From an optimization exercise on the open Yosys and OpenROAD flow, aimed at small area, a short achievable clock period and few clock cycles per item; shortcuts taken in it are not production practice.
Only simulation tests tie the RTL to the original design; equivalence was not proved.
Power figures rest on the tool's default switching activity, not on a simulated workload.

==> flow/design.v (outline; a module is shown in full before it is edited, if it fits) <==
// module fa: 4 lines
// module ha: 4 lines
// module preamble_sync: 12908 lines
module preamble_sync (
    input  wire              clk,
    input  wire              rst,         
    input  wire              pre_we,
    input  wire [3:0]        pre_idx,
    input  wire signed [7:0] pre_re,
    input  wire signed [7:0] pre_im,
    input  wire              in_valid,
    output wire              in_ready,
    input  wire signed [7:0] in_re,
    input  wire signed [7:0] in_im,
    input  wire              in_last,
    output reg               res_valid,
    input  wire              res_ready,
    output reg  [11:0]       res_start,
    output reg  [39:0]       res_power,
    output reg               res_nolag,
    output reg               idle
);
  // ...
==> flow/flow/run.sh <==
#!/bin/bash
# Layout flow: the standard flow (standard.sh, all steps from the standard
# synthesis to the final layout), with two changes:
#  - the buffers that buffer_ports puts on every input and output port are
#    sky130_fd_sc_hd__buf_4 instead of the delay buffer it picks by default;
#  - timing repair aims at 3.8 ns (setup margin 8.7 ns below the 12.5 ns
#    clock), so that it sizes up the weak drivers on the longest paths.
# make's full output goes to standard_flow.log in the folder the flow runs
# in; the ORFS step logs stay under orfs/logs/.
set -euo pipefail
bash standard.sh "BUFFER_PORTS_ARGS=-buffer_cell sky130_fd_sc_hd__buf_4" SETUP_SLACK_MARGIN=8.7 finish > standard_flow.log 2>&1
==> flow/standard.sh <==
#!/bin/bash
# synth_recipe.tcl (not shown) runs the flow's synth.tcl, then flattens the netlist and writes it again
# the make line also repeats each setting of config.mk as NAME=value (left out here)
make -C /OpenROAD-flow-scripts/flow DESIGN_CONFIG=/design/flow/config.mk WORK_HOME=/design/flow/orfs CLKGATE_MAP_FILE= SYNTH_SCRIPT=/design/flow/synth_recipe.tcl "${@:-finish}"
==> flow/config.mk <==
export PLATFORM = sky130hd
export DESIGN_NAME = preamble_sync
export DESIGN_NICKNAME = preamble_sync
export VERILOG_FILES = /design/flow/design.v
export SDC_FILE = /design/flow/constraint.sdc
export NUM_CORES = 4
export LEC_CHECK = 0
export CAP_MARGIN = 20
export CORE_MARGIN = 2
export CORE_UTILIZATION = 40
export CTS_CLUSTER_DIAMETER = 100
export CTS_CLUSTER_SIZE = 20
export SLEW_MARGIN = 20
export SYNTH_HIERARCHICAL = 1
==> flow/constraint.sdc <==
create_clock -name core_clock -period 12.5 [get_ports {clk}]
set_input_delay 2.5000 -clock core_clock [delete_from_list [all_inputs] [get_ports {clk}]]
set_output_delay 2.5000 -clock core_clock [all_outputs]
set_load 0.01 [all_outputs]
==> flow_summary.yaml, run 1 <==
global_route:
  antenna_found_initial: 22
  overflow: 0
synthesis:
  synth.largest_area_cell: "fa_1"
  synth.mux.area_fraction: 0.003621
  synthTopCellsByCount: "nand2_1, fa_1, dfxtp_1"
  yosys.area_share.simple: 0.1411
  synth_compound_area_frac: 0.02483
clock_network:
  clkTransAtPathRegs_ps: 90
  postCtsSetupBuffers: 205
  cts_root_buffer: "clkbuf_16"
  tritoncts: "built"
  clock_path_buffers: 4
cells_and_area:
  n_all_buffers: 572
  finish.utilization: 0.4354
  final_cell_mix: "nand2_1, fa_1, dfxtp_1"
  multi_input_area_um2: 105700
drt:
  routedWlPerCell_um: 31.59
  dr_wl_met2_um: 239400
  drt-initial-drc-count: 12050
worst_hold_path:
  min_delay_path_depth: 0
die:
  ioPinCount: 98
  initial_utilization: 0.4020
  coreArea_um2: 372200
  taps: 4972
pwr:
  ir_worst_vdd_mv: 0.3939
  finalPower_mw: 34.32
sta:
  rsz0062_at_grt: "yes"
status:
  status: "no timing/DRC/antenna violations"
setup_path:
  regToRegEndpoint: "csa_u[76]$_DFF_P_"
Testbench counts, summed over its fixed seeds: cycles 4,160, samples 4,096.
==> run 2: changes to the inputs <==
--- a/flow/design.v
+++ b/flow/design.v
@@ -12870,16 +12870,18 @@
     reg        q_nolag;     
     wire better = !have || pw_r > res_power[38:0];
     always @(posedge clk) begin
         if (rst) begin
             ocnt      <= 12'd0;
             have      <= 1'b0;
             q_nolag   <= 1'b0;
             res_valid <= 1'b0;
+            res_start <= 12'd0;
+            res_power <= 40'd0;
             res_nolag <= 1'b0;
         end else begin
             if (l_e)
                 ocnt <= 12'd0;
             else if (v_e)
                 ocnt <= ocnt + 12'd1;
             if (take) begin
                 res_valid <= q_nolag;
==> flow_summary.yaml, run 2 <==
setup_path:
  path_cells: "buf_6"
  path_buf_inv: 1
  regToRegSetupSlack_ps: 8650
  critPathLaunchType: "register"
  endpoint_kind: "output pin"
  arrival_ps: 1420
  required_ps: 10000
  cp_max_fo: 2
  cpPeakStageDelay_ps: 370
  crit_path_top_delay_cell: "dfxtp_4"
  timing.rr.start: "w_b12[4]$_DFFE_PP_"
  critical_path_class: "reg -> out"
  cp_top_family: "flip-flops"
  worstSetupStartpoint: "res_power[26]$_SDFF_PP0_"
synthesis:
  synth_area_leaders: "fa_1, dfxtp_1, nand2_1"
  ys_ff_latch: 1765
  ys_seq_area_frac: 0.2639
  yosysMostFrequentCell: "nand2_1"
  synth_cells: 12860
  ys_async_sr_fraction: 0
  synth.largest_area_cell: "fa_1"
  synth_top_area_frac: 0.5127
  synth-edff-count: 400
  synth_cell_type_count: 68
  avgSynthCellArea_um2: 11.59
  netlist_area_um2: 149100
  ys_warn_count: 7
  synthFlopType: "dfxtp_1"
  synthTopCellsByCount: "nand2_1, fa_1, dfxtp_1"
cells_and_area:
  finish.utilization: 0.4352
  reg_top3: "csa_t (169), csa_u (169), csa_v (169)"
  layout_commonest_cell: "nand2_1"
  final_net_count: 16630
  drive_gt1_frac: 0.07874
  final_cell_mix: "nand2_1, fa_1, dfxtp_1"
  fin_area_um2: 161700
  fillCellCount: 34700
  areaGrowthSynthToFinish_pct: 8.485
sta:
  hold_violations: 0
  fin_worst_skew_ps: 93.55
  fin_crit_sh: 0.3134
  worstMarginPinSlew_ps: 1187
  timing.final.crit_period_ps: 3917
  final.setup.worst_slack_ps: 8583
  drv_slew: 0
  setup_viol: 0
  rsz0062_at_grt: "yes"
  worst_hold_slack_ps: 332.6
  clock.fmax_mhz: 255.3
  tns_ps: 0
  relSlewSlack: 0.2065
drt:
  ant_nets: 0
  drt-pass1-iter-count: 8
  finalWirelength_um: 564900
  via_per_inst: 5.651
  routedWlPerCell_um: 31.93
  drc_errors: 0
  num_vias: 99960
  drt-initial-drc-count: 12290
clock_network:
  cts_root_buffer: "clkbuf_16"
  htree_levels: 3
  hold_buffers: 0
  cts_sinks: 1765
  clock_latency_ps: 980
  tritoncts: "built"
  clkTransAtPathRegs_ps: 90
  numCtsBuffers: 118
  clock_path_buffers: 4
pwr:
  ir_worst_vdd_mv: 0.4335
  leakage_nw: 47.11
  p_per_area_nw_per_um2: 209.4
placed_design:
  pre_cts_slack_ps: 7897
  hpwl_um: 460000
  port_buffers: 97
  globalplace.congestion: 1.027
  placed_area_um2: 153300
global_route:
  grt_usage: 0.3015
  antenna_found_initial: 28
  grt_max_degree: 78
  overflow: 0
  grt_pass1_vias: 104800
  grt_pass1_wl_um: 801800
die:
  die-area_um2: 377600
  coreArea_um2: 371600
  ioPinCount: 98
  dieHeight_um: 614.5
  rows: 224
  die_x_um: 614.5
  initial_utilization: 0.4012
worst_hold_path:
  hold_path_class: "reg -> reg"
  hold_start: "csa_v[1]$_DFF_P_"
job:
  drv_cap: 0
status:
  status: "no timing/DRC/antenna violations"
run 2: changes by cell type in the layout (fill, tap and decap cells not counted), sizes merged, moves of 7 or more:
| cell | change |
|---|---|
| dfxtp | +52 |
| edfxtp | -52 |
| diode | +46 |
| nand2 | +25 |
| buf | -13 |
| inv | -13 |
| a21oi | -7 |
run 2: final timing paths:
| check | cells past startpoint | end |
|---|---|---|
| setup / recovery | 1 | res_power[26] |
| hold / removal | 0 | row_v[1]$_DFF_P_ |
| setup reg to reg | 6 | csa_u[76]$_DFF_P_ |
| hold reg to reg | 0 | row_v[1]$_DFF_P_ |
run 2: layout make-up:
| class | instances | area (um2) | share of cell area |
|---|---|---|---|
| clock buffer | 170 | 3303 | 0.02042 |
| tap | 4972 | 6221 | 0.03846 |
| antenna | 56 | 140.1 | 0.0008664 |
| multi-input combinational | 9890 | 105700 | 0.6537 |
| clock inverter | 36 | 400.4 | 0.002475 |
| inverter | 241 | 924.6 | 0.005717 |
| sequential | 1765 | 39610 | 0.2449 |
| timing repair buffer | 560 | 5410 | 0.03345 |
run 2: routing by layer:
layer  global-route usage  part of all wire
met5             0.003914           0.00052
met3              0.08614              0.13
met1               0.4038              0.38
met4               0.1755             0.072
met2               0.4373              0.43
run 2: where the power goes:
group          switching (mW)  leakage (nW)  internal, mW  total (mW)
clock network            2.36          1.81          1.90        4.26
registers                1.06          15.0          7.15        8.21
logic                    12.1          30.3          9.31        21.4
run 2: repair_timing:
action | in CTS | in global routing
pin swaps | 21 | 17
setup buffers | 137 | 238
endpoints found under the setup margin | 191 | 216
resized for setup | 173 | 113
run 2: per-module statistics from Yosys, one instance, submodules excluded:
| module | area (um2) | times used |
|---|---|---|
| fa | 20.02 | 3812 |
| ha | 12.51 | 55 |
| preamble_sync | 72090 | 1 |
run 2: stage by stage:
step	total power, mW	cells
floorplan	20.88	12880
global placement	28.02	17050
detailed placement	28.28	17050
CTS	33.23	17400
global route	36.40	17680
finish	33.87	17690
run 2: cell families after synthesis:
logic type               count (synthesis)  share of synthesized area
AND/OR/NAND/NOR                       5050                     0.1420
adder cells (fa/ha/maj)               4013                     0.5290
flip-flops                            1765                     0.2639
buffers and inverters                 1229                    0.03101
AO/OA/AOI/OAI                          655                    0.02477
XOR/XNOR                                95                   0.005581
multiplexers                            56                   0.003776
other                                    1                 0.00002515
Testbench counts of run 2, summed over its fixed seeds: cycles 4,160, samples 4,096.

## port drivers added, routing unchanged
In the flow no input, the clock included, has a driving cell. The finished layouts below were timed again as built, in two steps.
Step 1: set_driving_cell puts a clkbuf_16 on clk and a buf_2 on each other input, an assumption about the parent block.
Step 2 also shifts input and output timing later by t, the mid clock arrival at the registers, as if the neighbouring blocks saw the same clock.
Three values: ideal ports, drivers, drivers and shift; two values: the first two.
run | t, ns | setup WS [ns] | worst setup path at the end | slew at the worst register clock pin (ns)
run 1 | 1.060 | 8.389 / 8.268 / 7.921 | input to register | 0.10 / 0.10
run 2 | 1.044 | 8.583 / 8.470 / 7.975 | input to register | 0.10 / 0.10
After both steps setup and hold are still met in every run listed. For run 2, which loses most, drivers alone change the setup slack by -0.113 ns; drivers and shift together by -0.608 ns.
